Source: an optimization exercise on an open RTL-to-GDS flow (aim: small area, a short achievable clock period and few clock cycles). Production flows keep margins and buffers that such runs may drop.
The RTL was checked by simulation tests, not by an equivalence proof against the original design.
Power figures rest on the tool's default switching activity, not on a simulated workload.

<file path="flow/run.sh">
#!/bin/bash
# synth_recipe.tcl (not shown) runs the flow's synth.tcl, then flattens the netlist and writes it again
# the make line also repeats each setting of config.mk as NAME=value (left out here)
make -C /OpenROAD-flow-scripts/flow DESIGN_CONFIG=/design/flow/config.mk WORK_HOME=/design/flow/orfs CLKGATE_MAP_FILE= SYNTH_SCRIPT=/design/flow/synth_recipe.tcl finish
</file>
<file path="flow/config.mk">
export PLATFORM = sky130hd
export DESIGN_NAME = signifl
export DESIGN_NICKNAME = signifl
export VERILOG_FILES = /design/flow/design.v
export SDC_FILE = /design/flow/constraint.sdc
export NUM_CORES = 4
export LEC_CHECK = 0
export CAP_MARGIN = 30
export CELL_PAD_IN_SITES_DETAIL_PLACEMENT = 2
export CELL_PAD_IN_SITES_GLOBAL_PLACEMENT = 2
export CORE_MARGIN = 2
export CORE_UTILIZATION = 25
export PLACE_DENSITY = 0.35
export SLEW_MARGIN = 40
</file>
<file path="flow/constraint.sdc">
create_clock -name core_clock -period 25.0 [get_ports {clk}]
set_input_delay 5.0000 -clock core_clock [delete_from_list [all_inputs] [get_ports {clk}]]
set_output_delay 5.0000 -clock core_clock [all_outputs]
set_load 0.01 [all_outputs]
</file>
<file path="flow/design.v">
module signifl (
    input             clk,
    input             rst,
    input             start,
    input      [1:0]  op,
    input      [63:0] a,
    input      [63:0] b,
    output            ready,
    output reg        done,
    output reg [2:0]  status,
    output reg [63:0] r0,
    output reg [63:0] r1,
    output reg [63:0] r2
);
    localparam [2:0] S_OK = 3'd0, S_INV_UNC = 3'd1, S_INV_MAG = 3'd2,
                     S_ZERO_NF = 3'd3, S_RANGE = 3'd4, S_UNREP = 3'd5,
                     S_ILLEGAL = 3'd7;
    localparam [3:0] E_IDLE = 4'd0, E_MUL = 4'd1, E_FIN1 = 4'd2, E_FIN2 = 4'd3,
                     E_X5A = 4'd4, E_X5B = 4'd5, E_X5C = 4'd6,
                     E_DIVA = 4'd7, E_DIVB = 4'd8;
    localparam W  = 126;    
    localparam AW = 186;    
    function [52:0] upfill(input [52:0] v);
        reg [52:0] s;
        begin
            s = v;
            s = s | (s << 1);
            s = s | (s << 2);
            s = s | (s << 4);
            s = s | (s << 8);
            s = s | (s << 16);
            s = s | (s << 32);
            upfill = s;
        end
    endfunction
    function [51:0] downfill(input [51:0] v);
        reg [51:0] s;
        begin
            s = v;
            s = s | (s >> 1);
            s = s | (s >> 2);
            s = s | (s >> 4);
            s = s | (s >> 8);
            s = s | (s >> 16);
            s = s | (s >> 32);
            downfill = s;
        end
    endfunction
    function [5:0] enc53(input [52:0] oh);
        integer i;
        begin
            enc53 = 6'd0;
            for (i = 0; i < 53; i = i + 1)
                enc53 = enc53 | (oh[i] ? i[5:0] : 6'd0);
        end
    endfunction
    function [52:0] dec53(input [5:0] p);
        integer i;
        begin
            for (i = 0; i < 53; i = i + 1)
                dec53[i] = (p == i);
        end
    endfunction
    function [125:0] prom(input [5:0] idx);
        prom =
            ({126{idx == 6'd0}} & 126'h20000000000000000000000000000000) |
            ({126{idx == 6'd1}} & 126'h33333333333333333333333333333334) |
            ({126{idx == 6'd2}} & 126'h28f5c28f5c28f5c28f5c28f5c28f5c29) |
            ({126{idx == 6'd3}} & 126'h20c49ba5e353f7ced916872b020c49bb) |
            ({126{idx == 6'd4}} & 126'h346dc5d63886594af4f0d844d013a92b) |
            ({126{idx == 6'd5}} & 126'h29f16b11c6d1e108c3f3e0370cdc8755) |
            ({126{idx == 6'd6}} & 126'h218def416bdb1a6d698fe69270b06c44) |
            ({126{idx == 6'd7}} & 126'h35afe535795e90af0f4ca41d811a46d4) |
            ({126{idx == 6'd8}} & 126'h2af31dc4611873bf3f70834acdae9f10) |
            ({126{idx == 6'd9}} & 126'h225c17d04dad2965cc5a02a23e254c0d) |
            ({126{idx == 6'd10}} & 126'h36f9bfb3af7b756fad5cd10396a21347) |
            ({126{idx == 6'd11}} & 126'h2bfaffc2f2c92abfbde3da69454e75d3) |
            ({126{idx == 6'd12}} & 126'h3a352944000000000000000000000000) |
            ({126{idx == 6'd13}} & 126'h246139ca800000000000000000000000) |
            ({126{idx == 6'd14}} & 126'h2d79883d200000000000000000000000) |
            ({126{idx == 6'd15}} & 126'h38d7ea4c680000000000000000000000) |
            ({126{idx == 6'd16}} & 126'h2386f26fc10000000000000000000000) |
            ({126{idx == 6'd17}} & 126'h2c68af0bb14000000000000000000000) |
            ({126{idx == 6'd18}} & 126'h3782dace9d9000000000000000000000) |
            ({126{idx == 6'd19}} & 126'h22b1c8c1227a00000000000000000000) |
            ({126{idx == 6'd20}} & 126'h2b5e3af16b1880000000000000000000) |
            ({126{idx == 6'd21}} & 126'h3635c9adc5dea0000000000000000000) |
            ({126{idx == 6'd22}} & 126'h21e19e0c9bab24000000000000000000) |
            ({126{idx == 6'd23}} & 126'h2a5a058fc295ed000000000000000000) |
            ({126{idx == 6'd24}} & 126'h34f086f3b33b68400000000000000000) |
            ({126{idx == 6'd25}} & 126'h21165458500521280000000000000000) |
            ({126{idx == 6'd26}} & 126'h295be96e640669720000000000000000) |
            ({126{idx == 6'd38}} & 126'h295be96e640669720000000000000000) |
            ({126{idx == 6'd39}} & 126'h21165458500521280000000000000000) |
            ({126{idx == 6'd40}} & 126'h34f086f3b33b68400000000000000000) |
            ({126{idx == 6'd41}} & 126'h2a5a058fc295ed000000000000000000) |
            ({126{idx == 6'd42}} & 126'h21e19e0c9bab24000000000000000000) |
            ({126{idx == 6'd43}} & 126'h3635c9adc5dea0000000000000000000) |
            ({126{idx == 6'd44}} & 126'h2b5e3af16b1880000000000000000000) |
            ({126{idx == 6'd45}} & 126'h22b1c8c1227a00000000000000000000) |
            ({126{idx == 6'd46}} & 126'h3782dace9d9000000000000000000000) |
            ({126{idx == 6'd47}} & 126'h2c68af0bb14000000000000000000000) |
            ({126{idx == 6'd48}} & 126'h2386f26fc10000000000000000000000) |
            ({126{idx == 6'd49}} & 126'h38d7ea4c680000000000000000000000) |
            ({126{idx == 6'd50}} & 126'h2d79883d200000000000000000000000) |
            ({126{idx == 6'd51}} & 126'h246139ca800000000000000000000000) |
            ({126{idx == 6'd52}} & 126'h3a352944000000000000000000000000) |
            ({126{idx == 6'd53}} & 126'h2e90edd0000000000000000000000000) |
            ({126{idx == 6'd54}} & 126'h2540be40000000000000000000000000) |
            ({126{idx == 6'd55}} & 126'h3b9aca00000000000000000000000000) |
            ({126{idx == 6'd56}} & 126'h2faf0800000000000000000000000000) |
            ({126{idx == 6'd57}} & 126'h2625a000000000000000000000000000) |
            ({126{idx == 6'd58}} & 126'h3d090000000000000000000000000000) |
            ({126{idx == 6'd59}} & 126'h30d40000000000000000000000000000) |
            ({126{idx == 6'd60}} & 126'h27100000000000000000000000000000) |
            ({126{idx == 6'd61}} & 126'h3e800000000000000000000000000000) |
            ({126{idx == 6'd62}} & 126'h32000000000000000000000000000000) |
            ({126{idx == 6'd63}} & 126'h28000000000000000000000000000000);
    endfunction
    function [7:0] pcon(input [5:0] idx);
        pcon =
            ({8{idx == 6'd0}} & 8'd125) |
            ({8{idx == 6'd1}} & 8'd128) |
            ({8{idx == 6'd2}} & 8'd130) |
            ({8{idx == 6'd3}} & 8'd132) |
            ({8{idx == 6'd4}} & 8'd135) |
            ({8{idx == 6'd5}} & 8'd137) |
            ({8{idx == 6'd6}} & 8'd139) |
            ({8{idx == 6'd7}} & 8'd142) |
            ({8{idx == 6'd8}} & 8'd144) |
            ({8{idx == 6'd9}} & 8'd146) |
            ({8{idx == 6'd10}} & 8'd149) |
            ({8{idx == 6'd11}} & 8'd151) |
            ({8{idx == 6'd12}} & 8'd98) |
            ({8{idx == 6'd13}} & 8'd95) |
            ({8{idx == 6'd14}} & 8'd93) |
            ({8{idx == 6'd15}} & 8'd91) |
            ({8{idx == 6'd16}} & 8'd88) |
            ({8{idx == 6'd17}} & 8'd86) |
            ({8{idx == 6'd18}} & 8'd84) |
            ({8{idx == 6'd19}} & 8'd81) |
            ({8{idx == 6'd20}} & 8'd79) |
            ({8{idx == 6'd21}} & 8'd77) |
            ({8{idx == 6'd22}} & 8'd74) |
            ({8{idx == 6'd23}} & 8'd72) |
            ({8{idx == 6'd24}} & 8'd70) |
            ({8{idx == 6'd25}} & 8'd67) |
            ({8{idx == 6'd26}} & 8'd65) |
            ({8{idx == 6'd38}} & 8'd65) |
            ({8{idx == 6'd39}} & 8'd67) |
            ({8{idx == 6'd40}} & 8'd70) |
            ({8{idx == 6'd41}} & 8'd72) |
            ({8{idx == 6'd42}} & 8'd74) |
            ({8{idx == 6'd43}} & 8'd77) |
            ({8{idx == 6'd44}} & 8'd79) |
            ({8{idx == 6'd45}} & 8'd81) |
            ({8{idx == 6'd46}} & 8'd84) |
            ({8{idx == 6'd47}} & 8'd86) |
            ({8{idx == 6'd48}} & 8'd88) |
            ({8{idx == 6'd49}} & 8'd91) |
            ({8{idx == 6'd50}} & 8'd93) |
            ({8{idx == 6'd51}} & 8'd95) |
            ({8{idx == 6'd52}} & 8'd98) |
            ({8{idx == 6'd53}} & 8'd100) |
            ({8{idx == 6'd54}} & 8'd102) |
            ({8{idx == 6'd55}} & 8'd105) |
            ({8{idx == 6'd56}} & 8'd107) |
            ({8{idx == 6'd57}} & 8'd109) |
            ({8{idx == 6'd58}} & 8'd112) |
            ({8{idx == 6'd59}} & 8'd114) |
            ({8{idx == 6'd60}} & 8'd116) |
            ({8{idx == 6'd61}} & 8'd119) |
            ({8{idx == 6'd62}} & 8'd121) |
            ({8{idx == 6'd63}} & 8'd123);
    endfunction
    reg         rdy;
    reg         v_q;
    reg  [1:0]  op_q;
    reg  [63:0] a_q, b_q;
    assign ready = rdy;
    always @(posedge clk) begin
        op_q <= op;
        a_q  <= a;
        b_q  <= b;
        if (rst) v_q <= 1'b0;
        else     v_q <= start & rdy;
    end
    wire        sa = a_q[63];
    wire [10:0] ea = a_q[62:52];
    wire [51:0] fa = a_q[51:0];
    wire        sb = b_q[63];
    wire [10:0] eb = b_q[62:52];
    wire [51:0] fb = b_q[51:0];
    wire a_den  = (ea == 11'd0);
    wire b_den  = (eb == 11'd0);
    wire a_zero = a_den && (fa == 52'd0);
    wire a_fin  = (ea != 11'h7FF);
    wire b_zero = b_den && (fb == 52'd0);
    wire b_fin  = (eb != 11'h7FF);
    wire [52:0] ma   = {!a_den, fa};                                    
    wire [10:0] ea1  = a_den ? 11'd1 : ea;                              
    wire [51:0] fa_dn = downfill(fa);
    wire [51:0] fb_dn = downfill(fb);
    wire [51:0] fb_oh = fb_dn & ~(fb_dn >> 1);
    wire [5:0]  fa_hi = enc53({1'b0, fa_dn & ~(fa_dn >> 1)});
    wire [5:0]  fb_hi = enc53({1'b0, fb_oh});
    wire signed [12:0] la_b = a_den ? $signed({7'd0, fa_hi}) - 13'sd51 : $signed({2'b0, ea});
    wire signed [12:0] lb_b = b_den ? $signed({7'd0, fb_hi}) - 13'sd51 : $signed({2'b0, eb});
    wire               a_maxf = (a_q[62:0] == 63'h7FEFFFFFFFFFFFFF);
    wire signed [12:0] d_enc  = la_b - lb_b;                           
    wire               eps_le971 = (lb_b <= 13'sd1994);                
    wire               eps_min   = b_den && (fb_hi == 6'd0);           
    wire [2:0]  enc_pre = (!b_fin || b_zero || sb) ? S_INV_UNC :
                          !a_fin ? S_INV_MAG :
                          (a_maxf && eps_le971) ? S_RANGE :
                          eps_min ? S_UNREP : S_OK;
    wire [52:0] m_up   = upfill(ma);                                    
    wire [52:0] step53 = m_up & ~(m_up << 1);                           
    wire [5:0]  t_a    = enc53(step53);
    wire        m_one  = ((ma & ~step53) == 53'd0);                     
    wire        dec_ovf = (ea == 11'd2046) && ((ma | ~m_up) == {53{1'b1}});
    wire [2:0]  dec_st = (!a_fin || a_zero) ? S_ZERO_NF : (dec_ovf ? S_RANGE : S_OK);
    wire [27:0] ge_p   = {17'd0, ea1} * 28'd78913;
    reg  [21:0] gt_p;
    integer gi;
    always @* begin
        gt_p = 22'd0;
        for (gi = 0; gi < 53; gi = gi + 1)
            gt_p = gt_p | (step53[gi] ? gi * 78913 : 22'd0);
    end
    wire [27:0] ge_c   = ge_p - 28'd84831475;
    wire [2:0]  drnd_pre = (!a_fin || a_zero) ? S_ZERO_NF :
                           (a_q[62:0] == 63'h7FE0000000000000) ? S_RANGE : S_OK;
    wire        b_np   = !sb && !b_den && (fb == 52'd0);                
    wire        b_sp   = !sb && b_den && (fb != 52'd0) && (fb == fb_oh);  
    reg         v1;
    reg  [1:0]  op1;
    reg  [63:0] a1;
    reg  [2:0]  enc_pre1, dec_st1, drnd_pre1;
    reg  [12:0] d_enc1;
    reg  [5:0]  lb6, fb_hi1, t_a1;
    reg  [10:0] eb1;
    reg         b_den1, m_one1, b_np1, b_sp1, a_zero1;
    reg  [27:0] ge1;
    reg  [21:0] gt1;
    always @(posedge clk) begin
        if (rst) v1 <= 1'b0;
        else     v1 <= v_q;
        op1       <= op_q;
        a1        <= a_q;
        enc_pre1  <= enc_pre;
        d_enc1    <= d_enc;
        lb6       <= lb_b[5:0];
        a_zero1   <= a_zero;
        eb1       <= eb;
        fb_hi1    <= fb_hi;
        b_den1    <= b_den;
        t_a1      <= t_a;
        m_one1    <= m_one;
        dec_st1   <= dec_st;
        ge1       <= ge_c;
        gt1       <= gt_p;
        drnd_pre1 <= drnd_pre;
        b_np1     <= b_np;
        b_sp1     <= b_sp;
    end
    wire        sa1  = a1[63];
    wire [10:0] ea1r = a1[62:52];
    wire [52:0] ma1  = {ea1r != 11'd0, a1[51:0]};
    wire [10:0] ea11 = (ea1r == 11'd0) ? 11'd1 : ea1r;
    wire [11:0] sd1  = {1'b0, ea11} + {6'd0, t_a1};                     
    wire [27:0] g_sum = ge1 + {6'd0, gt1};
    wire [2:0]  enc_st1 = (enc_pre1 != S_OK) ? enc_pre1 :
                          (!a_zero1 && !d_enc1[12] && (d_enc1[11:0] >= 12'd52)) ? S_UNREP : S_OK;
    wire [1:0]  enc_md1 = a_zero1 ? 2'd0 : (d_enc1[12] ? 2'd1 : 2'd2);
    wire [5:0]  enc_p1  = lb6 - ea11[5:0] + 6'd51;                      
    wire [10:0] eb1_m1   = eb1 - 11'd1;
    wire [63:0] enc_half = b_den1 ? {11'd0, dec53(fb_hi1)} >> 1 :
                           (eb1 == 11'd1) ? {12'd0, 1'b1, 51'd0} : {1'b0, eb1_m1, 52'd0};
    wire [52:0] p_oh     = dec53(enc_p1);
    wire [52:0] p_up     = upfill(p_oh);                                
    wire [52:0] enc_frac = (ma1 & p_up & ~p_oh) | p_oh;
    wire [63:0] enc_y    = (enc_st1 != S_OK) ? 64'd0 :
                           (enc_md1 == 2'd0) ? enc_half :
                           (enc_md1 == 2'd1) ? {sa1, enc_half[62:0]} : {sa1, ea1r, enc_frac[51:0]};
    wire [62:0] step     = {10'd0, dec53(t_a1)};
    wire [63:0] outer    = {sa1, a1[62:0] + step};
    wire [63:0] inner    = m_one1 ? 64'd0 : {sa1, a1[62:0] - step};
    wire [10:0] sd_e     = sd1[10:0] - 11'd51;
    wire        sd_nrm   = (sd1 >= 12'd52);
    wire [63:0] dec_delta = sd_nrm ? {1'b0, sd_e, 52'd0} : {11'd0, dec53(sd1[5:0])};
    wire        b_ok     = sd_nrm ? (b_np1 && (eb1 == sd_e)) : (b_sp1 && (fb_hi1 == sd1[5:0]));
    wire [2:0]  drnd_st  = (drnd_pre1 != S_OK) ? drnd_pre1 : (b_ok ? S_OK : S_INV_UNC);
    wire        drnd_go  = v1 && (op1 == 2'b10) && (drnd_pre1 == S_OK) && b_ok;
    wire signed [11:0] g_a = {{2{g_sum[27]}}, g_sum[27:18]};
    wire        jneg   = g_a[11];
    wire        g_hi   = !jneg && (g_a > 12'sd26);
    wire        g_lo   = jneg && (g_a < -12'sd26);
    wire        big_k  = g_hi || g_lo;
    wire        divm   = !jneg && (g_a > 12'sd11);
    wire [5:0]  pidx   = g_hi ? 6'd26 : (g_lo ? 6'd38 : g_a[5:0]);
    wire [8:0]  kk26   = jneg ? ~g_a[8:0] - 9'd25 : g_a[8:0] - 9'd26;  
    wire [11:0] c2_mul = g_a - sd1 + 12'd1074;
    wire [11:0] c2_div = sd1 - g_a - {6'd0, t_a1} - 12'd1021;
    reg  [3:0]    est;
    reg  [W-1:0]  P;
    reg  [AW-1:0] S, C;      
    reg  [57:0]   M;         
    reg  [7:0]    D;         
    reg           ci;        
    reg  [8:0]    cnt;       
    reg  [9:0]    cnt2;      
    reg  [2:0]    eo;        
    reg           neg;
    reg           dmode;
    reg  [11:0]   gq;
    reg           first;     
    reg  [5:0]    pidq;
    function [2*AW-1:0] csa(input [AW-1:0] x, input [AW-1:0] y, input [AW-1:0] z);
        begin
            csa[AW-1:0]    = x ^ y ^ z;
            csa[2*AW-1:AW] = ((x & y) | (x & z) | (y & z)) << 1;
        end
    endfunction
    wire [AW-1:0] pp0 = {{(AW-W){1'b0}}, P & {W{D[0]}}};
    wire [AW-1:0] pp1 = {{(AW-W){1'b0}}, P & {W{D[1]}}} << 1;
    wire [AW-1:0] pp2 = {{(AW-W){1'b0}}, P & {W{D[2]}}} << 2;
    wire [AW-1:0] pp3 = {{(AW-W){1'b0}}, P & {W{D[3]}}} << 3;
    wire [AW-1:0] pp4 = {{(AW-W){1'b0}}, P & {W{D[4]}}} << 4;
    wire [AW-1:0] pp5 = {{(AW-W){1'b0}}, P & {W{D[5]}}} << 5;
    wire [AW-1:0] pp6 = {{(AW-W){1'b0}}, P & {W{D[6]}}} << 6;
    wire [AW-1:0] pp7 = {{(AW-W){1'b0}}, P & {W{D[7]}}} << 7;
    wire [AW-1:0] sx  = {S[AW-9:0], 8'd0};
    wire [AW-1:0] cx  = {C[AW-9:0], 8'd0};
    wire [2*AW-1:0] l1a = csa(sx, cx, pp0);
    wire [2*AW-1:0] l1b = csa(pp1, pp2, pp3);
    wire [2*AW-1:0] l1c = csa(pp4, pp5, pp6);
    wire [2*AW-1:0] l2a = csa(l1a[AW-1:0], l1a[2*AW-1:AW], l1b[AW-1:0]);
    wire [2*AW-1:0] l2b = csa(l1b[2*AW-1:AW], l1c[AW-1:0], l1c[2*AW-1:AW]);
    wire [2*AW-1:0] l3a = csa(l2a[AW-1:0], l2a[2*AW-1:AW], l2b[AW-1:0]);
    wire [2*AW-1:0] l3b = csa(l2b[2*AW-1:AW], pp7, l3a[AW-1:0]);
    wire [2*AW-1:0] l4  = csa(l3b[AW-1:0], l3b[2*AW-1:AW], l3a[2*AW-1:AW]);
    wire [AW-1:0]   ms  = l4[AW-1:0];
    wire [AW-1:0]   mc  = l4[2*AW-1:AW];
    wire [AW-1:0] cpa     = S + C + {{(AW-1){1'b0}}, ci};
    wire          inv     = ~S[127];                                   
    wire [AW-1:0] pmv     = {{(AW-128){1'b0}}, inv, inv, P ^ {W{inv}}};
    wire [3:0]    sel    = cnt2[3:0] + 4'd7 + {1'b0, eo};             
    wire [68:0]   win    = S[AW-1:121] >> sel;
    wire [57:0]   qv     = dmode ? M : win[57:0];
    wire [58:0]   qn     = {1'b0, qv} + (neg ? {59{1'b1}} : 59'd1);
    wire [63:0]   n_out  = {6'd0, qn[58:1]} ^ {64{neg}};
    reg  [3:0]    est_n;
    always @* begin
        est_n = est;
        case (est)
            E_IDLE: if (drnd_go) est_n = big_k ? E_X5A : (divm ? E_DIVA : E_MUL);
            E_MUL:  if (M == 58'd0) est_n = E_FIN1;
            E_X5A:  est_n = E_X5B;
            E_X5B:  est_n = E_X5C;
            E_X5C:  est_n = (cnt != 9'd1) ? E_X5A : (dmode ? E_DIVA : E_MUL);
            E_DIVA: est_n = E_DIVB;
            E_DIVB: est_n = (cnt2 == 10'd1) ? E_FIN1 : E_DIVA;
            E_FIN1: est_n = E_FIN2;
            default: est_n = E_IDLE;
        endcase
    end
    always @(posedge clk) begin
        if (rst) begin
            est <= E_IDLE;
            rdy <= 1'b1;
        end else begin
            est <= est_n;
            if ((start && rdy && op == 2'b10) || (v_q && op_q == 2'b10)) rdy <= 1'b0;
            else rdy <= (est_n == E_IDLE) || (est_n == E_FIN1) || (est_n == E_FIN2);
        end
        case (est)
            E_MUL, E_X5A: begin
                S <= ms;
                C <= mc;
            end
            E_X5B, E_DIVB, E_FIN1: begin
                S <= cpa;
                C <= {AW{1'b0}};
            end
            E_DIVA: begin
                S <= {S[AW-2:0], M[57]};
                C <= pmv;
            end
            default: begin
                S <= {AW{1'b0}};
                C <= {AW{1'b0}};
            end
        endcase
        case (est)
            E_IDLE: begin
                neg   <= sa1;
                gq    <= g_a;
                dmode <= divm;
                eo    <= t_a1[2:0] + 3'd3;
                P     <= prom(pidx);
                cnt   <= kk26;
                cnt2  <= divm ? c2_div[9:0] : c2_mul[9:0];
                pidq  <= pidx;
                if (big_k || divm) begin
                    D <= 8'd5;
                    M <= {ma1, 5'd0};
                end else begin
                    D <= ma1[52:45];
                    M <= {ma1[44:0], 13'd0};
                end
            end
            E_MUL: begin
                D <= M[57:50];
                M <= {M[49:0], 8'd0};
            end
            E_X5C: begin
                P    <= S[W+2] ? S[W+2:3] : S[W+1:2];
                cnt2 <= cnt2 - (S[W+2] ? 10'd3 : 10'd2);
                cnt  <= cnt - 9'd1;
                if (cnt == 9'd1 && !dmode) begin
                    D <= M[57:50];
                    M <= {M[49:0], 8'd0};
                end
            end
            E_DIVA: ;
            E_DIVB: begin
                M    <= {M[56:0], ~cpa[127]};
                cnt2 <= cnt2 - 10'd1;
            end
            default: ;
        endcase
        if (first) cnt2 <= cnt2 + {2'd0, pcon(pidq)};
        first <= (est == E_IDLE) && drnd_go;
        ci    <= (est == E_DIVA) & inv;
    end
    reg [2:0]  b_status;
    reg [63:0] b_r0, b_r1, b_r2;
    always @* begin
        b_r0 = 64'd0;
        b_r1 = 64'd0;
        b_r2 = 64'd0;
        case (op1)
            2'b00: begin
                b_status = enc_st1;
                b_r0     = enc_y;
            end
            2'b01: begin
                b_status = dec_st1;
                if (dec_st1 == S_OK) begin
                    b_r0 = dec_delta;
                    b_r1 = sa1 ? outer : inner;
                    b_r2 = sa1 ? inner : outer;
                end
            end
            2'b10:   b_status = drnd_st;
            default: b_status = S_ILLEGAL;
        endcase
    end
    wire fin = (est == E_FIN2);
    always @(posedge clk) begin
        if (rst) done <= 1'b0;
        else     done <= fin || (v1 && !drnd_go);
        status <= fin ? S_OK : b_status;
        r0     <= fin ? n_out : b_r0;
        r1     <= fin ? {{52{gq[11]}}, gq} : b_r1;
        r2     <= fin ? 64'd0 : b_r2;
    end
endmodule
</file>
==> impl_metrics.json, run 1 <==
{
  "outcome": "complete, no violations",
  "clockRootBuffer": "clkbuf_16",
  "worstPathArrival_ns": 8.76,
  "grt_usage_pct": 26.8,
  "synth.avg_cell_area_um2": 8.45,
  "cp.required_ns": 25.84,
  "clk_path_buf_depth": 4,
  "die-width_um": 671,
  "antenna_found_initial": 34,
  "final-instance-count-excl-fill": 19100,
  "timing.hold.ws_ns": 0.402,
  "syn-num-nets": 15100,
  "postCtsHoldBufs": 0,
  "post_route_cells_drive_above_1_share_pct": 5.58,
  "seq_area_frac_synth_pct": 21.8,
  "power.density_mw_per_mm2": 79.2,
  "crit_slowest_cell": "o311ai_0",
  "worst_setup_path_end_kind": "flop",
  "max_freq_mhz": 126,
  "cts-buffers-inserted": 167,
  "worst-path-max-fanout": 55,
  "drc": 0,
  "via_count": 100000,
  "cts_sinks": 1096,
  "synth_seq_cells": 1096,
  "synth-main-ff-cell": "dfxtp_1",
  "critPathLaunchType": "flop",
  "ant_nets": 0,
  "syn_area_mm2": 0.111,
  "seq_area_mm2": 0.0243,
  "die_area_mm2": 0.451,
  "reg2reg_depth": 30,
  "synthArstFlopShare_pct": 0,
  "synth_cell_types": 104,
  "path_clk_slew_ns": 0.06,
  "rsz0062_at_grt": "false",
  "finalWeightedCongestion": 0.903,
  "ir_drop_mv": 0.111,
  "fp.dieH_um": 671,
  "placed_area_mm2": 0.121,
  "placedCellCount": 18800,
  "fin_crit_sh_pct": 31.7,
  "wirelength_mm": 616,
  "postCtsSetupBuffers": 0,
  "cts_tree": "done",
  "htreeDepth": 4,
  "hp-class": "reg2reg",
  "syn2layout_area_growth_pct": 14.3,
  "drt_pass1_iterations": 5,
  "layout_min_cycle_time_ns": 7.92,
  "fill_cells": 50000,
  "ys.warnings.count": 1,
  "port-buffer-count": 329,
  "grt_pass1_vias": 111000,
  "nets": 15000,
  "multi_input_area_mm2": 0.0793,
  "grt_pass1_wl_mm": 876,
  "worst_slew_pin_slew_ns": 1.00,
  "hold_viol": 0,
  "num_rows": 245,
  "wire_per_inst_um": 32.2,
  "gr-total-overflow": 0,
  "syn_inst": 13200,
  "max-cap-violations": 0,
  "ioPinCount": 330,
  "initial_core_util_pct": 25.0,
  "p_leak_nw": 53.1,
  "synth_edf_count": 232,
  "fin_worst_skew_ns": 0.0680,
  "setup_viol": 0,
  "cts_resized": 0,
  "slew_violations": 0,
  "final_util_pct": 28.6,
  "min_path_cells": 0,
  "core_region_area_mm2": 0.444,
  "drtIter0Drc": 5660,
  "tns_ns": 0,
  "grt_max_degree": 127,
  "dpl.hpwl_mm": 491,
  "clk_latency_ns": 0.93,
  "cpMostUsedCell": "nand2_1",
  "critPathMaxStageDelay_ns": 0.57,
  "relSlewSlack_pct": 32.5,
  "fin_area_mm2": 0.127,
  "routed_via_density": 5.23,
  "path_class": "reg2reg"
}
-- final cells by class --
type,instances,area share (%)
diodes,25,0.0491
repair buffers,537,4.13
multi-input cells,9816,62.3
inverters,1447,4.27
well taps,5928,5.83
clock inverters,63,0.587
clock buffers,235,3.79
flip-flops and latches,1096,19.1
-- metrics by stage --
step / worst slack (ns) / power [mW]
global route: 16.39 / 10.8
floorplan: 13.85 / 5.38
finish: 17.08 / 10.1
global placement: 16.92 / 7.51
detailed placement: 16.95 / 7.61
CTS: 16.97 / 10.2
-- registers in the layout, indices dropped and copies added, names as in the netlist, 18 cells and up --
signal / count
r2: 64
P: 126
C: 186
M: 58
ge1: 28
a_q: 64
S: 186
b_q: 64
a1: 64
r1: 64
gt1: 18
r0: 64
-- worst paths after layout --
check	slack, ns	from	end
min	0.40	op_q[1]	op1[1]
max reg2reg	17.08	cnt2[1]	r0[57]
min reg2reg	0.40	op_q[1]	op1[1]
max	17.08	cnt2[1]	r0[57]
-- critical path, delay by kind of cell (launching register included) --
family / cells / cell delay [ns]
flops: 1 / 0.50
simple gates: 11 / 1.72
buf+inv: 5 / 1.28
fa+ha+maj: 4 / 1.42
mux: 1 / 0.16
compound gates: 9 / 2.75
-- power by group --
part	switching, mW	internal (mW)	leakage, nW
logic	3.37	1.85	40.7
registers	0.361	1.99	9.65
clock network	1.03	1.48	2.72
total	4.76	5.32	53.1
-- cells in the final DEF, fill, tap and decap left out, types with 106 or more instances in the layout --
cell / count
nand2_1: 1553
inv_1: 1436
fa_1: 1091
dfxtp_1: 848
nor2_1: 786
ha_1: 733
a21oi_1: 723
o21ai_0: 629
and2_1: 592
clkdlybuf4s50_1: 329
xnor2_1: 326
xor2_1: 297
o22ai_1: 241
edfxtp_1: 232
mux2i_1: 217
nor3_1: 214
nand3_1: 202
a21o_1: 186
clkbuf_16: 172
buf_4: 170
nand4_1: 165
a22oi_1: 161
o221ai_1: 142
and3_1: 114
nor4_1: 106
-- routing by layer --
metal,track usage (%),part of all wire (%),vias to the layer above
met2,45.4,48,1850
li1,-,-,44600
met3,2.12,2.8,637
met1,35.4,45,52900
met4,9.79,4.2,4
met5,0,0.0044,-
-- synth_stat cells (16+ instances only) --
cell       count  share of area [%]
nor2b_1       81               0.46
o21ai_0      643                2.9
a31oi_1      108               0.61
clkbuf_1     660                2.2
or2_2         32               0.18
o221ai_1     142                1.1
o31ai_1       30               0.20
xor2_1       301                2.4
mux2i_1      217                2.0
nand3_1      204               0.92
or4_1         28               0.19
a21o_1       186                1.3
nor3_1       224                1.0
inv_1       1436                4.8
fa_1        1092                 20
dfxtp_1      864                 16
ha_1         735                8.3
edfxtp_1     232                6.3
and2_1       594                3.3
o211ai_1      32               0.22
a21oi_1      727                3.3
mux4_2        42               0.85
xnor2_1      336                2.6
a211oi_1      88               0.59
nand4_1      165               0.93
o2111ai_1     21               0.17
o21ai_1       24               0.11
o21a_1        58               0.39
o22ai_1      241                1.4
a2111oi_0     27               0.21
o211a_1       32               0.29
buf_1        150               0.51
or3_1         60               0.34
a221oi_1      52               0.41
a32oi_1       33               0.26
nand2b_1      81               0.46
a22oi_1      161                1.1
nor4_1       125               0.70
o21bai_1      95               0.64
o32ai_1       16               0.13
nand2_1     1559                5.3
and3_1       117               0.66
o41ai_1       18               0.14
nor2_1       805                2.7
-- kinds of logic (layout without fill, tap and decap cells) --
family / after synthesis / in the layout / share of synthesized area, %
flops: 1096 / 1096 / 21.8
compound gates: 2925 / 2925 / 16.9
mux: 272 / 272 / 2.93
buf+inv: 2264 / 2282 / 7.64
xor+xnor: 638 / 638 / 5.03
fa+ha+maj: 1833 / 1833 / 28.0
other cells: 0 / 25 / 0
simple gates: 4148 / 4148 / 17.7
Testbench counts, summed over its fixed seeds: cycles 8,724.
==> run 2, diff against run 1 <==
--- a/flow/design.v
+++ b/flow/design.v
@@ -239,3 +239,3 @@
     reg  [2:0]  enc_pre1, dec_st1, drnd_pre1;
-    reg  [12:0] d_enc1;
+    reg  [12:0] la1, lb1;
     reg  [5:0]  lb6, fb_hi1, t_a1;
@@ -251,3 +251,4 @@
         enc_pre1  <= enc_pre;
-        d_enc1    <= d_enc;
+        la1       <= la_b;
+        lb1       <= lb_b;
         lb6       <= lb_b[5:0];
@@ -272,2 +273,3 @@
     wire [27:0] g_sum = ge1 + {6'd0, gt1};
+    wire [12:0] d_enc1  = la1 - lb1;
     wire [2:0]  enc_st1 = (enc_pre1 != S_OK) ? enc_pre1 :
@@ -317,3 +319,3 @@
     reg           first;     
-    reg  [5:0]    pidq;
+    reg  [7:0]    pcq;
     function [2*AW-1:0] csa(input [AW-1:0] x, input [AW-1:0] y, input [AW-1:0] z);
@@ -347,8 +349,18 @@
     wire [AW-1:0] pmv     = {{(AW-128){1'b0}}, inv, inv, P ^ {W{inv}}};
-    wire [3:0]    sel    = cnt2[3:0] + 4'd7 + {1'b0, eo};             
-    wire [68:0]   win    = S[AW-1:121] >> sel;
+    reg  [3:0]    selq;      
+    wire [68:0]   win    = S[AW-1:121] >> selq;
     wire [57:0]   qv     = dmode ? M : win[57:0];
-    wire [58:0]   qn     = {1'b0, qv} + (neg ? {59{1'b1}} : 59'd1);
-    wire [63:0]   n_out  = {6'd0, qn[58:1]} ^ {64{neg}};
+    wire [56:0]   hx     = qv[57:1] ^ {57{neg}};
+    wire          hc     = qv[0] ^ neg;
+    reg  [56:0]   hp;        
+    integer hi;
+    always @* begin
+        hp = hx;
+        for (hi = 1; hi < 57; hi = hi * 2)
+            hp = hp & ((hp << hi) | ((57'd1 << hi) - 57'd1));
+    end
+    wire [56:0]   hs     = hx ^ ({hp[55:0], 1'b1} & {57{hc}});
+    wire [63:0]   n_out  = {{7{neg}}, hs};
     reg  [3:0]    est_n;
+    wire [57:0]   m_n    = (est == E_IDLE || est == E_FIN2) ? {ma1[44:0], 13'd0} : {M[49:0], 8'd0};
     always @* begin
@@ -356,3 +368,3 @@
         case (est)
-            E_IDLE: if (drnd_go) est_n = big_k ? E_X5A : (divm ? E_DIVA : E_MUL);
+            E_IDLE, E_FIN2: est_n = drnd_go ? (big_k ? E_X5A : (divm ? E_DIVA : E_MUL)) : E_IDLE;
             E_MUL:  if (M == 58'd0) est_n = E_FIN1;
@@ -374,3 +386,4 @@
             if ((start && rdy && op == 2'b10) || (v_q && op_q == 2'b10)) rdy <= 1'b0;
-            else rdy <= (est_n == E_IDLE) || (est_n == E_FIN1) || (est_n == E_FIN2);
+            else rdy <= (est_n == E_IDLE) || (est_n == E_FIN1) || (est_n == E_FIN2) ||
+                        ((est_n == E_MUL) && (m_n == 58'd0));
         end
@@ -395,3 +408,3 @@
         case (est)
-            E_IDLE: begin
+            E_IDLE, E_FIN2: begin
                 neg   <= sa1;
@@ -403,3 +416,3 @@
                 cnt2  <= divm ? c2_div[9:0] : c2_mul[9:0];
-                pidq  <= pidx;
+                pcq   <= pcon(pidx);
                 if (big_k || divm) begin
@@ -432,4 +445,5 @@
         endcase
-        if (first) cnt2 <= cnt2 + {2'd0, pcon(pidq)};
-        first <= (est == E_IDLE) && drnd_go;
+        if (first) cnt2 <= cnt2 + {2'd0, pcq};
+        selq  <= cnt2[3:0] + 4'd7 + {1'b0, eo};
+        first <= (est == E_IDLE || est == E_FIN2) && drnd_go;
         ci    <= (est == E_DIVA) & inv;
@@ -459,2 +473,13 @@
     end
+    reg         vr;
+    reg  [2:0]  st_r;
+    reg  [63:0] r0_r, r1_r, r2_r;
+    always @(posedge clk) begin
+        if (rst) vr <= 1'b0;
+        else     vr <= v1 && !drnd_go;
+        st_r <= b_status;
+        r0_r <= b_r0;
+        r1_r <= b_r1;
+        r2_r <= b_r2;
+    end
     wire fin = (est == E_FIN2);
@@ -462,7 +487,7 @@
         if (rst) done <= 1'b0;
-        else     done <= fin || (v1 && !drnd_go);
-        status <= fin ? S_OK : b_status;
-        r0     <= fin ? n_out : b_r0;
-        r1     <= fin ? {{52{gq[11]}}, gq} : b_r1;
-        r2     <= fin ? 64'd0 : b_r2;
+        else     done <= fin || vr;
+        status <= fin ? S_OK : st_r;
+        r0     <= fin ? n_out : r0_r;
+        r1     <= fin ? {{52{gq[11]}}, gq} : r1_r;
+        r2     <= fin ? 64'd0 : r2_r;
     end
==> impl_metrics.json, run 2 <==
{
  "tns_ns": 0,
  "wire_per_inst_um": 31.2,
  "core_region_area_mm2": 0.460,
  "clk_path_buf_depth": 4,
  "via_count": 100000,
  "cts_resized": 0,
  "path_class": "reg2reg",
  "power.density_mw_per_mm2": 70.0,
  "seq_area_frac_synth_pct": 24.6,
  "wirelength_mm": 610,
  "drc": 0,
  "r2r-end": "r1_r[61]",
  "antenna_found_initial": 58,
  "p_leak_nw": 54.7,
  "min_path_cells": 0,
  "cp_num_buf_inv": 1,
  "power_mw": 9.28,
  "worst_slew_pin_slew_ns": 1.10,
  "syn_inst": 13300,
  "path_clk_slew_ns": 0.06,
  "postCtsSetupBuffers": 0,
  "dpl.hpwl_mm": 485,
  "slew_violations": 0,
  "synthTopCellsByCount": "inv_1 (1533), nand2_1 (1455), fa_1 (1091)",
  "htreeDepth": 4,
  "cts_tree": "done",
  "syn-num-nets": 15200,
  "cp_cell_sequence": "inv_1 -> ha_1 -> nand3_1 -> ha_1 -> nor2b_1 -> o31a_1 -> nor3_1 -> o21ai_0 -> a211o_1 -> o311a_1 -> or4b_2 -> a221o_1 -> a211oi_1 -> o2bb2ai_1 -> o211ai_1 -> a311oi_1 -> nand3_1 -> xnor2_1 -> o211ai_1",
  "hold_viol": 0,
  "port-buffer-count": 329,
  "grt_usage_pct": 25.5,
  "ys.warnings.count": 1,
  "rsz0062_at_grt": "false",
  "ioPinCount": 330,
  "cpLargestDelayFamily": "compound AO/OA/AOI/OAI gates",
  "clk_latency_ns": 0.96,
  "synth_seq_cells": 1305,
  "num_rows": 249,
  "ant_nets": 0,
  "reg2reg_depth": 19,
  "gr-total-overflow": 0,
  "post_route_cells_drive_above_1_share_pct": 6.02,
  "worst_setup_path_end_kind": "flop",
  "postCtsHoldBufs": 0,
  "synth.avg_cell_area_um2": 8.70,
  "hp-start": "a_q[63]",
  "hold_end": "a1[63]",
  "relSlewSlack_pct": 26.6,
  "yosysTopAreaCell": "fa_1",
  "syn2layout_area_growth_pct": 14.8,
  "critPathMaxStageDelay_ns": 0.64,
  "setup_ws_ns": 17.53,
  "outcome": "complete, no violations",
  "layout_min_cycle_time_ns": 7.47,
  "synth_edf_count": 234,
  "synth_top_area_share_pct": 18.9,
  "die_area_mm2": 0.467,
  "finalWeightedCongestion": 0.876,
  "crit_slowest_cell": "or4b_2",
  "fin_worst_skew_ns": 0.116,
  "cp.required_ns": 25.81,
  "rr_startpoint": "gt1[7]",
  "dp_slack_ns": 17.62,
  "clockRootBuffer": "clkbuf_16",
  "critPathLaunchType": "flop",
  "max-cap-violations": 0,
  "yosysMostFrequentCell": "inv_1",
  "routed_via_density": 5.13,
  "synthArstFlopShare_pct": 0,
  "fp.dieH_um": 684,
  "synth_cell_types": 95,
  "grt_pass1_vias": 112000,
  "cts_sinks": 1305,
  "cts-buffers-inserted": 187,
  "max_freq_mhz": 134,
  "syn_area_mm2": 0.116,
  "synth.area.top_cells": "fa_1 (19%), dfxtp_1 (19%), ha_1 (7.4%), edfxtp_1 (6.1%), inv_1 (5.0%)",
  "worst-path-max-fanout": 11,
  "final_common_cell": "inv_1",
  "grt_pass1_wl_mm": 872,
  "die-width_um": 684,
  "hp-class": "reg2reg",
  "setup_viol": 0,
  "synth-main-ff-cell": "dfxtp_1",
  "drt_pass1_iterations": 6,
  "drtIter0Drc": 5414,
  "grt_max_degree": 108,
  "reg_top3": "C x186, S x186, P x126",
  "ir_drop_mv": 0.0541,
  "fin_crit_sh_pct": 29.9,
  "final_cell_mix": "inv_1 (1531), nand2_1 (1447), fa_1 (1091)",
  "nets": 15100,
  "worstPathArrival_ns": 8.29,
  "r2r_slack_ns": 17.53,
  "initial_core_util_pct": 25.1
}
run 2: worst max-delay path by stage:
stage | startpoint | to | slack (ns) | cells past startpoint
4_1_cts | gt1[7] | r1_r[61] | 17.56 | 19
3_3_place_gp | a1[58] | rdy | 17.29 | 21
5_1_grt | gt1[7] | r1_r[61] | 17.03 | 19
3_5_place_dp | gt1[7] | r1_r[61] | 17.62 | 19
2_1_floorplan | dmode | M[0] | 18.57 | 8
6_report | gt1[7] | r1_r[61] | 17.53 | 19
run 2: layout make-up:
cell class              instances  area [um2]
diodes                         18        45.0
clock buffers                 246        5310
clock inverters                97        1330
fillers                     51600      327000
inverters                    1544        5800
multi-input cells            9611       78700
flip-flops and latches       1305       28500
well taps                    6149        7690
repair buffers                543        5130
run 2: power breakdown:
group	switching, mW	internal [mW]	total, mW
Clock	1.19	1.75	2.94
Combinational	2.25	1.36	3.61
Sequential	0.382	2.34	2.73
Total	3.82	5.46	9.28
run 2: through the flow:
step	hold WS (ns)	area (um2)	cells	util, %
final	0.326	133000	19500	28.8
after global routing	0.332	133000	19500	28.8
after CTS	0.324	132000	19500	28.8
after detailed placement	0.317	126000	19200	27.3
after global placement	0.316	125000	19100	27.2
after floorplan	0.310	116000	13300	-
run 2: logic make-up after synthesis:
kind of cell	Yosys count	synth area share, %
AOI/OAI and AO/OA	2611	14.7
muxes	316	3.74
and+or+nand+nor	4242	17.8
DFF	1305	24.6
buffers and inverters	2361	7.76
adders and majority gates	1782	26.4
xor gates and xnor gates	660	5.00
run 2: routing by layer:
| layer | wire length, um | track usage (%) |
|---|---|---|
| met5 | 7 | 0 |
| met4 | 17400 | 6.67 |
| met3 | 15200 | 1.94 |
| met2 | 306000 | 45.8 |
| met1 | 271000 | 32.9 |
Testbench counts of run 2, summed over its fixed seeds: cycles 7,746.
==> run 3, diff against run 2 <==
--- a/flow/design.v
+++ b/flow/design.v
@@ -293,3 +293,6 @@
     wire [63:0] dec_delta = sd_nrm ? {1'b0, sd_e, 52'd0} : {11'd0, dec53(sd1[5:0])};
-    wire        b_ok     = sd_nrm ? (b_np1 && (eb1 == sd_e)) : (b_sp1 && (fb_hi1 == sd1[5:0]));
+    wire [12:0] bx       = {2'd0, eb1} + 13'd51 - {2'd0, ea11};
+    wire [12:0] by       = {7'd0, fb_hi1} - {2'd0, ea11};
+    wire        sd_nrm_f = ({1'b0, ea11} >= 12'd52) || ({1'b0, ea11[5:0]} + {1'b0, t_a1} >= 7'd52);
+    wire        b_ok     = sd_nrm_f ? (b_np1 && (bx == {7'd0, t_a1})) : (b_sp1 && (by == {7'd0, t_a1}));
     wire [2:0]  drnd_st  = (drnd_pre1 != S_OK) ? drnd_pre1 : (b_ok ? S_OK : S_INV_UNC);
@@ -297,7 +300,8 @@
     wire signed [11:0] g_a = {{2{g_sum[27]}}, g_sum[27:18]};
-    wire        jneg   = g_a[11];
-    wire        g_hi   = !jneg && (g_a > 12'sd26);
-    wire        g_lo   = jneg && (g_a < -12'sd26);
+    wire [11:0] sdx    = {1'b0, ea11} + {6'd0, t_a1};
+    wire        jneg   = (sdx < 12'd1075);
+    wire        g_hi   = (sdx >= 12'd1165);
+    wire        g_lo   = (sdx <= 12'd988);
     wire        big_k  = g_hi || g_lo;
-    wire        divm   = !jneg && (g_a > 12'sd11);
+    wire        divm   = (sdx >= 12'd1115);
     wire [5:0]  pidx   = g_hi ? 6'd26 : (g_lo ? 6'd38 : g_a[5:0]);
==> impl_metrics.json, run 3 <==
{
  "ioPinCount": 330,
  "path_clk_slew_ns": 0.06,
  "final_cell_mix": "inv_1 (1560), nand2_1 (1500), fa_1 (1094)",
  "synthTopCellsByCount": "inv_1 (1562), nand2_1 (1507), fa_1 (1094)",
  "tns_ns": 0,
  "r2r-end": "P[94]",
  "max_freq_mhz": 131,
  "cts_tree": "done",
  "die-width_um": 687,
  "clk_path_buf_depth": 4,
  "synth_edf_count": 234,
  "cp.required_ns": 25.72,
  "layout_min_cycle_time_ns": 7.62,
  "fin_area_mm2": 0.134,
  "worst_slew_pin_slew_ns": 0.974,
  "hp-class": "reg2reg",
  "dpl.hpwl_mm": 511,
  "port-buffer-count": 329,
  "fill_cells": 52000,
  "highest_layer": "met5",
  "drtIter0Drc": 6425,
  "hold_viol": 0,
  "syn2layout_area_growth_pct": 14.6,
  "seq_area_frac_synth_pct": 24.4,
  "initial_core_util_pct": 25.1,
  "final_common_cell": "inv_1",
  "setup_viol": 0,
  "hp-start": "a_q[63]",
  "synth_top_area_share_pct": 18.8,
  "cts_sinks": 1305,
  "synthArstFlopShare_pct": 0,
  "ir_drop_mv": 0.0461,
  "gr-total-overflow": 0,
  "timing.hold.ws_ns": 0.337,
  "power_mw": 9.41,
  "num_rows": 250,
  "fin_crit_sh_pct": 30.5,
  "yosysTopAreaCell": "fa_1",
  "postCtsHoldBufs": 0,
  "worst_setup_path_end_kind": "flop",
  "synth-main-ff-cell": "dfxtp_1",
  "fp.dieH_um": 687,
  "postCtsSetupBuffers": 0,
  "drt-met1-wl_mm": 296,
  "worst-path-max-fanout": 13,
  "rr_startpoint": "a1[54]",
  "nets": 15300,
  "r2r_slack_ns": 17.38,
  "rsz0062_at_grt": "false",
  "placed_area_mm2": 0.127,
  "hold_end": "a1[63]",
  "wirelength_mm": 634,
  "max-cap-violations": 0,
  "drc": 0,
  "grt_pass1_wl_mm": 896,
  "post_route_cells_drive_above_1_share_pct": 6.31,
  "die_area_mm2": 0.472,
  "p_leak_nw": 55.2,
  "antenna_found_initial": 86,
  "routed_via_density": 5.20,
  "clk_latency_ns": 0.94,
  "yosysMostFrequentCell": "inv_1",
  "synth_cell_types": 96,
  "htreeDepth": 4,
  "critPathLaunchType": "flop",
  "cts_resized": 0,
  "reg2reg_depth": 24,
  "syn_inst": 13500,
  "synth_seq_cells": 1305,
  "fin_worst_skew_ns": 0.0886,
  "outcome": "complete, no violations",
  "syn_area_mm2": 0.117,
  "wire_per_inst_um": 32.1,
  "drt_pass1_iterations": 5,
  "min_path_cells": 0,
  "core_region_area_mm2": 0.464,
  "ys.warnings.count": 1,
  "syn-num-nets": 15400,
  "slew_violations": 0,
  "reg_top3": "C x186, S x186, P x126",
  "synth.avg_cell_area_um2": 8.67,
  "cts-buffers-inserted": 182,
  "finalWeightedCongestion": 0.906,
  "grt_pass1_vias": 113000,
  "clockRootBuffer": "clkbuf_16",
  "relSlewSlack_pct": 33.4,
  "synth.area.top_cells": "fa_1 (19%), dfxtp_1 (18%), ha_1 (7.6%), edfxtp_1 (6.0%), inv_1 (5.0%)",
  "path_class": "reg2reg",
  "met3_length_mm": 20.9,
  "via_count": 102000,
  "ant_nets": 0,
  "grt_usage_pct": 26.3,
  "grt_max_degree": 120,
  "wl_met2_mm": 302,
  "power.density_mw_per_mm2": 70.4,
  "worstPathArrival_ns": 8.34
}
[run 3: layout make-up]
type	count	area [um2]	share of cell area, %
Multi-Input combinational cell	9760	79800	59.7
Sequential cell	1305	28500	21.3
Tap cell	6174	7720	5.78
Inverter	1573	5900	4.42
Timing Repair Buffer	563	5480	4.10
Clock buffer	242	5210	3.90
Clock inverter	89	1080	0.808
Antenna cell	15	37.5	0.0281
[run 3: report_power, final]
part / internal [mW] / switching (mW)
sequential: 2.38 / 0.522
clock: 1.64 / 1.17
combinational: 1.42 / 2.28
[run 3: cells by family (layout without fill, tap and decap cells)]
group	Yosys count	in the layout	share of synthesized area, %
simple gates	4320	4320	17.9
compound gates	2648	2648	14.7
buf+inv	2400	2467	7.77
fa+ha+maj	1806	1806	26.4
flops	1305	1305	24.4
xor+xnor	649	649	4.87
mux	337	337	3.98
other cells	0	15	0
[run 3: per-stage QoR]
step | setup WS, ns | utilization [%] | cells
after floorplan | 18.58 | - | 13500
after global placement | 16.96 | 27.2 | 19400
after detailed placement | 17.36 | 27.4 | 19400
after CTS | 17.36 | 28.8 | 19700
after global routing | 16.94 | 28.8 | 19700
final | 17.38 | 28.8 | 19700
[run 3: critical path: stages (launching register included)]
cell	delay, ns
dfxtp_1	0.62
inv_1	0.18
nand2_1	0.17
nor2_1	0.08
nand2_1	0.14
nor3_1	0.09
nand2_1	0.17
nand2b_1	0.15
ha_1	0.25
fa_1	0.44
a21o_1	0.20
a21o_1	0.22
and3_1	0.18
or3_1	0.41
inv_1	0.20
nand4_1	0.14
a211oi_1	0.62
o21ai_1	0.35
nor2_4	0.50
nand2_1	0.48
nor2_1	0.81
nor2_1	0.45
nand3_1	0.27
nor4_1	0.08
a22oi_1	0.22
[run 3: metal layers]
metal	global-route usage (%)	up-vias
met4	5.57	6
met1	36.4	54300
met2	44.8	2078
met3	1.90	535
li1	-	45500
met5	0	-
[run 3: worst max-delay path by stage]
stage / startpoint / endpoint / slack, ns / cells past startpoint
5_1_grt: a1[54] / P[94] / 16.94 / 24
3_3_place_gp: a1[55] / P[103] / 16.96 / 23
2_1_floorplan: est[0] / P[0] / 18.58 / 4
3_5_place_dp: a1[54] / P[119] / 17.36 / 24
4_1_cts: a1[54] / P[119] / 17.36 / 24
6_report: a1[54] / P[94] / 17.38 / 24
Testbench counts of run 3, summed over its fixed seeds: cycles 7,746.
==> run 4, diff against run 3 <==
--- a/flow/design.v
+++ b/flow/design.v
@@ -17,3 +17,3 @@
                      S_ILLEGAL = 3'd7;
-    localparam [3:0] E_IDLE = 4'd0, E_MUL = 4'd1, E_FIN1 = 4'd2, E_FIN2 = 4'd3,
+    localparam [3:0] E_IDLE = 4'd0, E_MUL = 4'd1, E_FIN1 = 4'd2,
                      E_X5A = 4'd4, E_X5B = 4'd5, E_X5C = 4'd6,
@@ -278,17 +278,2 @@
     wire [5:0]  enc_p1  = lb6 - ea11[5:0] + 6'd51;                      
-    wire [10:0] eb1_m1   = eb1 - 11'd1;
-    wire [63:0] enc_half = b_den1 ? {11'd0, dec53(fb_hi1)} >> 1 :
-                           (eb1 == 11'd1) ? {12'd0, 1'b1, 51'd0} : {1'b0, eb1_m1, 52'd0};
-    wire [52:0] p_oh     = dec53(enc_p1);
-    wire [52:0] p_up     = upfill(p_oh);                                
-    wire [52:0] enc_frac = (ma1 & p_up & ~p_oh) | p_oh;
-    wire [63:0] enc_y    = (enc_st1 != S_OK) ? 64'd0 :
-                           (enc_md1 == 2'd0) ? enc_half :
-                           (enc_md1 == 2'd1) ? {sa1, enc_half[62:0]} : {sa1, ea1r, enc_frac[51:0]};
-    wire [62:0] step     = {10'd0, dec53(t_a1)};
-    wire [63:0] outer    = {sa1, a1[62:0] + step};
-    wire [63:0] inner    = m_one1 ? 64'd0 : {sa1, a1[62:0] - step};
-    wire [10:0] sd_e     = sd1[10:0] - 11'd51;
-    wire        sd_nrm   = (sd1 >= 12'd52);
-    wire [63:0] dec_delta = sd_nrm ? {1'b0, sd_e, 52'd0} : {11'd0, dec53(sd1[5:0])};
     wire [12:0] bx       = {2'd0, eb1} + 13'd51 - {2'd0, ea11};
@@ -299,2 +284,45 @@
     wire        drnd_go  = v1 && (op1 == 2'b10) && (drnd_pre1 == S_OK) && b_ok;
+    reg         v2;
+    reg  [1:0]  op2;
+    reg  [63:0] a2;
+    reg  [2:0]  enc_st2, dec_st2, drnd_st2;
+    reg  [1:0]  enc_md2;
+    reg  [5:0]  enc_p2, fb_hi2, t_a2;
+    reg  [10:0] eb2;
+    reg         b_den2, m_one2;
+    reg  [11:0] sd2;
+    always @(posedge clk) begin
+        if (rst) v2 <= 1'b0;
+        else     v2 <= v1 && !drnd_go;
+        op2      <= op1;
+        a2       <= a1;
+        enc_st2  <= enc_st1;
+        enc_md2  <= enc_md1;
+        enc_p2   <= enc_p1;
+        eb2      <= eb1;
+        fb_hi2   <= fb_hi1;
+        b_den2   <= b_den1;
+        t_a2     <= t_a1;
+        m_one2   <= m_one1;
+        dec_st2  <= dec_st1;
+        sd2      <= sd1;
+        drnd_st2 <= drnd_st;
+    end
+    wire        sa2  = a2[63];
+    wire [52:0] ma2  = {a2[62:52] != 11'd0, a2[51:0]};
+    wire [10:0] eb2_m1   = eb2 - 11'd1;
+    wire [63:0] enc_half = b_den2 ? {11'd0, dec53(fb_hi2)} >> 1 :
+                           (eb2 == 11'd1) ? {12'd0, 1'b1, 51'd0} : {1'b0, eb2_m1, 52'd0};
+    wire [52:0] p_oh     = dec53(enc_p2);
+    wire [52:0] p_up     = upfill(p_oh);                                
+    wire [52:0] enc_frac = (ma2 & p_up & ~p_oh) | p_oh;
+    wire [63:0] enc_y    = (enc_st2 != S_OK) ? 64'd0 :
+                           (enc_md2 == 2'd0) ? enc_half :
+                           (enc_md2 == 2'd1) ? {sa2, enc_half[62:0]} : {sa2, a2[62:52], enc_frac[51:0]};
+    wire [62:0] step     = {10'd0, dec53(t_a2)};
+    wire [63:0] outer    = {sa2, a2[62:0] + step};
+    wire [63:0] inner    = m_one2 ? 64'd0 : {sa2, a2[62:0] - step};
+    wire [10:0] sd_e     = sd2[10:0] - 11'd51;
+    wire        sd_nrm   = (sd2 >= 12'd52);
+    wire [63:0] dec_delta = sd_nrm ? {1'b0, sd_e, 52'd0} : {11'd0, dec53(sd2[5:0])};
     wire signed [11:0] g_a = {{2{g_sum[27]}}, g_sum[27:18]};
@@ -353,7 +381,11 @@
     wire [AW-1:0] pmv     = {{(AW-128){1'b0}}, inv, inv, P ^ {W{inv}}};
-    reg  [3:0]    selq;      
-    wire [68:0]   win    = S[AW-1:121] >> selq;
-    wire [57:0]   qv     = dmode ? M : win[57:0];
-    wire [56:0]   hx     = qv[57:1] ^ {57{neg}};
-    wire          hc     = qv[0] ^ neg;
+    reg           f2;
+    reg  [64:0]   Z;
+    reg  [3:0]    sel2;
+    reg           neg2;
+    reg  [11:0]   gq2;
+    wire [68:0]   win    = {4'd0, Z} >> sel2;
+    wire [57:0]   qv     = win[57:0];
+    wire [56:0]   hx     = qv[57:1] ^ {57{neg2}};
+    wire          hc     = qv[0] ^ neg2;
     reg  [56:0]   hp;        
@@ -366,5 +398,6 @@
     wire [56:0]   hs     = hx ^ ({hp[55:0], 1'b1} & {57{hc}});
-    wire [63:0]   n_out  = {{7{neg}}, hs};
+    wire [63:0]   n_out  = {{7{neg2}}, hs};
     reg  [3:0]    est_n;
-    wire [57:0]   m_n    = (est == E_IDLE || est == E_FIN2) ? {ma1[44:0], 13'd0} : {M[49:0], 8'd0};
+    wire          setup  = (est == E_IDLE) || (est == E_FIN1);
+    wire [57:0]   m_n    = setup ? {ma1[44:0], 13'd0} : {M[49:0], 8'd0};
     always @* begin
@@ -372,3 +405,3 @@
         case (est)
-            E_IDLE, E_FIN2: est_n = drnd_go ? (big_k ? E_X5A : (divm ? E_DIVA : E_MUL)) : E_IDLE;
+            E_IDLE, E_FIN1: est_n = drnd_go ? (big_k ? E_X5A : (divm ? E_DIVA : E_MUL)) : E_IDLE;
             E_MUL:  if (M == 58'd0) est_n = E_FIN1;
@@ -379,3 +412,2 @@
             E_DIVB: est_n = (cnt2 == 10'd1) ? E_FIN1 : E_DIVA;
-            E_FIN1: est_n = E_FIN2;
             default: est_n = E_IDLE;
@@ -390,4 +422,4 @@
             if ((start && rdy && op == 2'b10) || (v_q && op_q == 2'b10)) rdy <= 1'b0;
-            else rdy <= (est_n == E_IDLE) || (est_n == E_FIN1) || (est_n == E_FIN2) ||
-                        ((est_n == E_MUL) && (m_n == 58'd0));
+            else rdy <= (est_n == E_IDLE) || (est_n == E_FIN1) ||
+                        ((est_n == E_MUL) && (m_n[49:0] == 50'd0));
         end
@@ -398,3 +430,3 @@
             end
-            E_X5B, E_DIVB, E_FIN1: begin
+            E_X5B, E_DIVB: begin
                 S <= cpa;
@@ -412,3 +444,3 @@
         case (est)
-            E_IDLE, E_FIN2: begin
+            E_IDLE, E_FIN1: begin
                 neg   <= sa1;
@@ -450,4 +482,9 @@
         if (first) cnt2 <= cnt2 + {2'd0, pcq};
-        selq  <= cnt2[3:0] + 4'd7 + {1'b0, eo};
-        first <= (est == E_IDLE || est == E_FIN2) && drnd_go;
+        first <= setup && drnd_go;
+        if (rst) f2 <= 1'b0;
+        else     f2 <= (est == E_FIN1);
+        Z    <= dmode ? {7'd0, M} : cpa[AW-1:121];
+        sel2 <= dmode ? 4'd0 : cnt2[3:0] + 4'd7 + {1'b0, eo};
+        neg2 <= neg;
+        gq2  <= gq;
         ci    <= (est == E_DIVA) & inv;
@@ -460,5 +497,5 @@
         b_r2 = 64'd0;
-        case (op1)
+        case (op2)
             2'b00: begin
-                b_status = enc_st1;
+                b_status = enc_st2;
                 b_r0     = enc_y;
@@ -466,10 +503,10 @@
             2'b01: begin
-                b_status = dec_st1;
-                if (dec_st1 == S_OK) begin
+                b_status = dec_st2;
+                if (dec_st2 == S_OK) begin
                     b_r0 = dec_delta;
-                    b_r1 = sa1 ? outer : inner;
-                    b_r2 = sa1 ? inner : outer;
+                    b_r1 = sa2 ? outer : inner;
+                    b_r2 = sa2 ? inner : outer;
                 end
             end
-            2'b10:   b_status = drnd_st;
+            2'b10:   b_status = drnd_st2;
             default: b_status = S_ILLEGAL;
@@ -482,3 +519,3 @@
         if (rst) vr <= 1'b0;
-        else     vr <= v1 && !drnd_go;
+        else     vr <= v2;
         st_r <= b_status;
@@ -488,3 +525,3 @@
     end
-    wire fin = (est == E_FIN2);
+    wire fin = f2;
     always @(posedge clk) begin
@@ -494,3 +531,3 @@
         r0     <= fin ? n_out : r0_r;
-        r1     <= fin ? {{52{gq[11]}}, gq} : r1_r;
+        r1     <= fin ? {{52{gq2[11]}}, gq2} : r1_r;
         r2     <= fin ? 64'd0 : r2_r;
==> impl_metrics.json, run 4 <==
{
  "drt_pass1_iterations": 7,
  "worst-path-max-fanout": 3,
  "num_rows": 256,
  "seq_area_frac_synth_pct": 26.5,
  "p_leak_nw": 57.1,
  "synth_cell_types": 106,
  "finalWeightedCongestion": 0.882,
  "crit_path_start": "rdy",
  "worst_slew_pin_slew_ns": 1.08,
  "via_count": 105000,
  "cts_tree": "done",
  "yosysMostFrequentCell": "inv_1",
  "ant_nets": 0,
  "r2r_slack_ns": 18.20,
  "dp_slack_ns": 18.00,
  "synth_edf_count": 234,
  "rsz0062_at_grt": "false",
  "synthTopCellsByCount": "inv_1 (1613), nand2_1 (1343), dfxtp_1 (1268)",
  "slew_violations": 0,
  "drtIter0Drc": 6541,
  "layout_min_cycle_time_ns": 7.20,
  "htreeDepth": 4,
  "fp.dieH_um": 703,
  "worst_setup_path_end_kind": "primary output",
  "path_clk_slew_ns": 0.06,
  "routed_via_density": 5.18,
  "crit_path_end": "ready",
  "ir_drop_mv": 0.0564,
  "gr-total-overflow": 0,
  "max_freq_mhz": 139,
  "dpl.hpwl_mm": 529,
  "critPathLaunchType": "flop",
  "synth_top_area_share_pct": 20.8,
  "crit_slowest_cell": "clkdlybuf4s50_1",
  "reg_top3": "C x186, S x186, P x126",
  "synth-main-ff-cell": "dfxtp_1",
  "syn-num-nets": 15700,
  "clockRootBuffer": "clkbuf_16",
  "hold_viol": 0,
  "hp-class": "reg2reg",
  "max-cap-violations": 0,
  "cts-buffers-inserted": 204,
  "cp.required_ns": 20.00,
  "wire_per_inst_um": 32.3,
  "cp_num_buf_inv": 1,
  "postCtsHoldBufs": 0,
  "relSlewSlack_pct": 27.7,
  "syn2layout_area_growth_pct": 14.2,
  "wl_met2_mm": 309,
  "clk_latency_ns": 0.99,
  "port-buffer-count": 329,
  "final_cell_mix": "inv_1 (1610), nand2_1 (1335), dfxtp_1 (1249)",
  "rr_startpoint": "a1[62]",
  "wirelength_mm": 657,
  "critPathMaxStageDelay_ns": 0.63,
  "synth_seq_cells": 1502,
  "cpLargestDelayFamily": "buffers and inverters",
  "clk_path_buf_depth": 4,
  "reg2reg_depth": 20,
  "synthArstFlopShare_pct": 0,
  "core_region_area_mm2": 0.487,
  "antenna_found_initial": 80,
  "cp_num_cells": 1,
  "cts_resized": 0,
  "fin_crit_sh_pct": 28.8,
  "worstPathArrival_ns": 2.20,
  "power.density_mw_per_mm2": 66.2,
  "met3_length_mm": 19.5,
  "path_class": "reg2out",
  "die-width_um": 703,
  "grt_pass1_vias": 117000,
  "timing.hold.ws_ns": 0.287,
  "nets": 15600,
  "yosysTopAreaCell": "dfxtp_1",
  "post_route_cells_drive_above_1_share_pct": 6.63,
  "ys.warnings.count": 1,
  "grt_usage_pct": 26.0,
  "outcome": "complete, no violations",
  "tns_ns": 0,
  "drc": 0,
  "final_common_cell": "inv_1",
  "die_area_mm2": 0.494,
  "drt-met1-wl_mm": 313,
  "syn_area_mm2": 0.122,
  "r2r-end": "P[111]",
  "postCtsSetupBuffers": 0,
  "fin_worst_skew_ns": 0.117,
  "grt_pass1_wl_mm": 927,
  "grt_max_degree": 127,
  "ioPinCount": 330,
  "setup_viol": 0,
  "synth.avg_cell_area_um2": 8.85,
  "synth.area.top_cells": "dfxtp_1 (21%), fa_1 (18%), ha_1 (7.2%), edfxtp_1 (5.7%), inv_1 (5.0%)",
  "cp_cell_sequence": "clkdlybuf4s50_1",
  "setup_ws_ns": 17.80,
  "highest_layer": "met4",
  "cts_sinks": 1502,
  "syn_inst": 13800,
  "initial_core_util_pct": 25.1
}
[run 4: cells by family (layout without fill, tap and decap cells)]
kind of cell,Yosys count,in the layout,synth area share (%)
buffers and inverters,2490,2528,7.76
AOI/OAI and AO/OA,2853,2853,15.2
DFF,1502,1502,26.5
muxes,360,360,3.95
xor gates and xnor gates,629,629,4.51
other,0,26,0
adders and majority gates,1803,1803,25.2
and+or+nand+nor,4179,4179,16.9
[run 4: per-layer routing]
metal	global-route usage (%)	up-vias
met3	1.90	537
met5	0	-
li1	-	46700
met2	43.6	1933
met1	36.6	56100
met4	5.55	0
[run 4: layout make-up]
type | count | area [um2]
clock buffers | 281 | 5810
repair buffers | 530 | 5060
clock inverters | 92 | 1020
fillers | 54200 | 347000
inverters | 1625 | 6110
multi-input cells | 9824 | 81000
flip-flops and latches | 1502 | 32400
diodes | 26 | 65.1
well taps | 6450 | 8070
[run 4: through the flow]
stage | cells | total power [mW] | area (um2) | util, %
after CTS | 20300 | 9.42 | 139000 | 28.6
after detailed placement | 19900 | 6.26 | 132000 | 27.2
final | 20300 | 9.24 | 140000 | 28.7
after global placement | 19900 | 6.19 | 132000 | 27.1
after global routing | 20300 | 9.78 | 139000 | 28.7
after floorplan | 13800 | 4.81 | 122000 | -
[run 4: power breakdown]
part	total [mW]	internal [mW]	switching [mW]
Combinational	3.07	1.19	1.88
Clock	3.08	1.78	1.31
Sequential	3.09	2.67	0.413
[run 4: worst min path at each step]
stage | to | startpoint | slack, ns | depth (start not counted)
6_report | gq2[8] | gq[8] | 0.29 | 0
3_3_place_gp | m_one2 | m_one1 | 0.32 | 0
5_1_grt | gq2[8] | gq[8] | 0.31 | 0
2_1_floorplan | a1[63] | a_q[63] | 0.31 | 0
4_1_cts | gq2[8] | gq[8] | 0.30 | 0
3_5_place_dp | m_one2 | m_one1 | 0.32 | 0
Testbench counts of run 4, summed over its fixed seeds: cycles 6,885.

[separate check: timing with driven ports]
No port has a modelled driver above. Below, the same layouts with a new extraction and two added sets of constraints. Step 1 sets driving cells, clkbuf_16 on the clock port and buf_2 on the other inputs (assumed; they add their load-dependent delay and slew). Step 2, shift: input delay + t, output delay - t, t = (earliest + latest rising clock arrival at the registers) / 2. This alone moves slack from input paths to output paths. a / b / c = ideal / step 1 / step 2; a / b = the first two.
run	t (ns)	setup WS [ns]	worst slew at a driven data input, ns	cell pins on the clock port's net
run 1	1.021	17.077 / 17.077 / 17.077	0.09	1
run 2	1.012	17.526 / 17.526 / 17.526	0.08	1
run 3	1.020	17.378 / 17.378 / 17.378	0.09	1
run 4	1.039	17.801 / 17.685 / 18.197	0.14	1
After both steps setup and hold are still met in every run listed.
